This is an optimization exercise on Yosys and OpenROAD, whose aim is small area, not a production implementation.
The RTL was checked by simulation tests, not by an equivalence proof against the original design.
No activity file was given, so power comes from the tool's default toggle rates.

Setup of fjord:
Design triple_codec, start of the top module:
module triple_codec (
    input  wire         clk,
    input  wire         rst,
    input  wire         tx_valid,
    output wire         tx_ready,
    input  wire         tx_fd,
    input  wire [7:0]   tx_channel,
    input  wire [31:0]  tx_id,
    input  wire         tx_ext,
    input  wire         tx_rtr,
    input  wire         tx_brs,
    input  wire         tx_esi,
    input  wire [7:0]   tx_len,
    input  wire [511:0] tx_data,
    output wire         txo_valid,
    input  wire         txo_ready,
    output wire [7:0]   txo_byte,
    output wire         txo_last,
    output wire         tx_err_valid,
    output wire [1:0]   tx_err_code,
    input  wire         rx_in_valid,
    input  wire [7:0]   rx_in_byte,
    output wire         rx_valid,
    output wire [2:0]   rx_kind,
    output wire [7:0]   rx_info,
    output wire [7:0]   rx_raw_len,
    output wire [7:0]   rx_ulen,
    output wire [6:0]   rx_channel,
    output wire [31:0]  rx_id,
    output wire         rx_ext,
    output wire         rx_rtr,
    output wire         rx_brs,
    output wire         rx_esi,
    output wire [6:0]   rx_len,
    output wire [511:0] rx_data,
    output wire         rx_overflow
);
    triple_tx #(.CHANNEL_COUNT(112)) u_tx (
        .clk          (clk),
        .rst          (rst),
        .tx_valid     (tx_valid),
        .tx_ready     (tx_ready),
  ...
Settings: LEC_CHECK=0, CAP_MARGIN=20, CORE_MARGIN=2, CORE_UTILIZATION=36, CTS_BUF_LIST=sky130_fd_sc_hd__clkbuf_16, CTS_CLUSTER_DIAMETER=80, CTS_CLUSTER_SIZE=30, SLEW_MARGIN=20; clock period 10.0 ns.
standard.sh (not shown) runs the stock make flow with config.mk's settings and CLKGATE_MAP_FILE= SYNTH_SCRIPT=/design/flow/synth_recipe.tcl, a recipe that flattens the netlist after the stock synthesis.
==> flow/flow/run.sh <==
#!/bin/bash
# Standard ORFS layout, with the port buffers made of the smallest buffer
# cell (sky130_fd_sc_hd__buf_1) instead of the cell buffer_ports picks
# by default, and clock tree synthesis with clkbuf_16 trunk buffers and
# clkbuf_8 sink-cluster buffers.
set -euo pipefail
export BUFFER_PORTS_ARGS="-buffer_cell sky130_fd_sc_hd__buf_1"
export CTS_ARGS="-sink_clustering_enable -repair_clock_nets -sink_clustering_size 16 -sink_clustering_max_diameter 50 -buf_list sky130_fd_sc_hd__clkbuf_16 -sink_clustering_buffer sky130_fd_sc_hd__clkbuf_8"
bash standard.sh > standard.log 2>&1
fjord finished every stage and its layout cleared the timing, DRC and antenna checks.
Relative to fjord, the following input files were edited for lagoon:
Settings: setting GPL_TIMING_DRIVEN to 0 for the first time.
==> flow/flow/run.sh <==
#!/bin/bash
# Standard ORFS layout, with the port buffers made of the smallest buffer
# cell (sky130_fd_sc_hd__buf_1) instead of the cell buffer_ports picks
# by default. Everything else is the standard flow's own flow (standard.sh).
set -euo pipefail
export BUFFER_PORTS_ARGS="-buffer_cell sky130_fd_sc_hd__buf_1"
bash standard.sh > standard.log 2>&1
## What came out
| number of port buffers | lagoon vs fjord | ≈ equal |. Power dissipated in combinational cells of lagoon exceeds that of fjord by more than 10%. Higher path depth of the worst reg2reg path goes to fjord over lagoon. [compare] base=fjord new=lagoon: total via count after detailed routing did not really move, total power after layout down about 1.5%. lagoon vs. fjord: antenna diode count went up by 8.
Changes in violet relative to lagoon:
Settings: CORE_UTILIZATION changed from 36 to 42; CORE_ASPECT_RATIO newly set to 0.5; GPL_TIMING_DRIVEN removed (was 0).
==> comparison <==
Across both runs, share of cell area taken by flip-flops and latches was higher for violet than for lagoon. Summary — depth of the critical timing path with buffers and inverters included, violet relative to lagoon: lower, by 1. As of violet, maximum frequency had risen by a few percent compared to lagoon. violet vs. lagoon: combinational cell fraction of total power fell 1.9 points, met3 wire length fell 1.7%. Between lagoon and violet, clock network power share decreased. Compared with lagoon, violet ends up with less cell area. Taking lagoon over violet, the total wire length ratio works out to 1.06.
What nickel does differently from violet at the input level:
Settings: CORE_UTILIZATION now 36, was 42; CORE_ASPECT_RATIO no longer set, was 0.5.
==> comparison <==
- In the metrics for nickel and violet, the one carrying the higher clock tree skew after final layout is nickel.
- From violet to nickel the numbers moved as follows: maximum clock rate now sits lower; final clock period utilization by the worst path now sits higher; proportion of cell area occupied by multi-input gates now sits at about the same level; number of buffers created by CTS now sits higher.
- nickel finished all stages; the layout is clean.
The following lists how maple was set up differently from nickel:
Settings: CTS_CLUSTER_DIAMETER: 80 -> 70; CORE_ASPECT_RATIO: unset -> 0.5; CTS_CLUSTER_SIZE: 30 -> 28; CORE_UTILIZATION: 36 -> 42.
--- outcome ---
nickel went all the way through the flow, and no timing, DRC or antenna check failed. maple went all the way through synthesis, placement and routing and the layout is clean on timing, DRC and antenna. Against nickel, maple comes in 280 ps lower on time the final worst path needs with I/O delays and setup. Changes observed in maple relative to nickel: final clock skew fell by 30 ps, slew at the pin closest to its max-slew limit fell by 160 ps.

[port drivers added, routing unchanged]
The flow's constraints put no driver on any port. The routed layouts listed below were extracted and timed again, unchanged, in two steps.
Step 1, drivers: a clkbuf_16 drives clk and a buf_2 each remaining input, both assumed.
Step 2, shift: input delay + t, output delay - t, t = (earliest + latest rising clock arrival at the registers) / 2. This alone moves slack from input paths to output paths.
a / b / c = ideal ports / drivers / drivers and shift; a / b = the first two.
run | t (ns) | setup slack, ns | latest minus earliest clock arrival (ns) | worst register clock-pin slew, ns
fjord | 0.711 | 2.949 / 2.880 / 3.591 | 0.059 / 0.060 | 0.10 / 0.10
lagoon | 0.743 | 2.834 / 2.762 / 3.505 | 0.063 / 0.064 | 0.12 / 0.12
violet | 0.714 | 3.140 / 3.072 / 3.786 | 0.036 / 0.036 | 0.12 / 0.12
nickel | 0.738 | 2.883 / 2.815 / 3.553 | 0.054 / 0.053 | 0.11 / 0.11
maple | 0.728 | 3.162 / 3.093 / 3.821 | 0.026 / 0.026 | 0.12 / 0.12
After both steps every run listed still meets setup and hold.
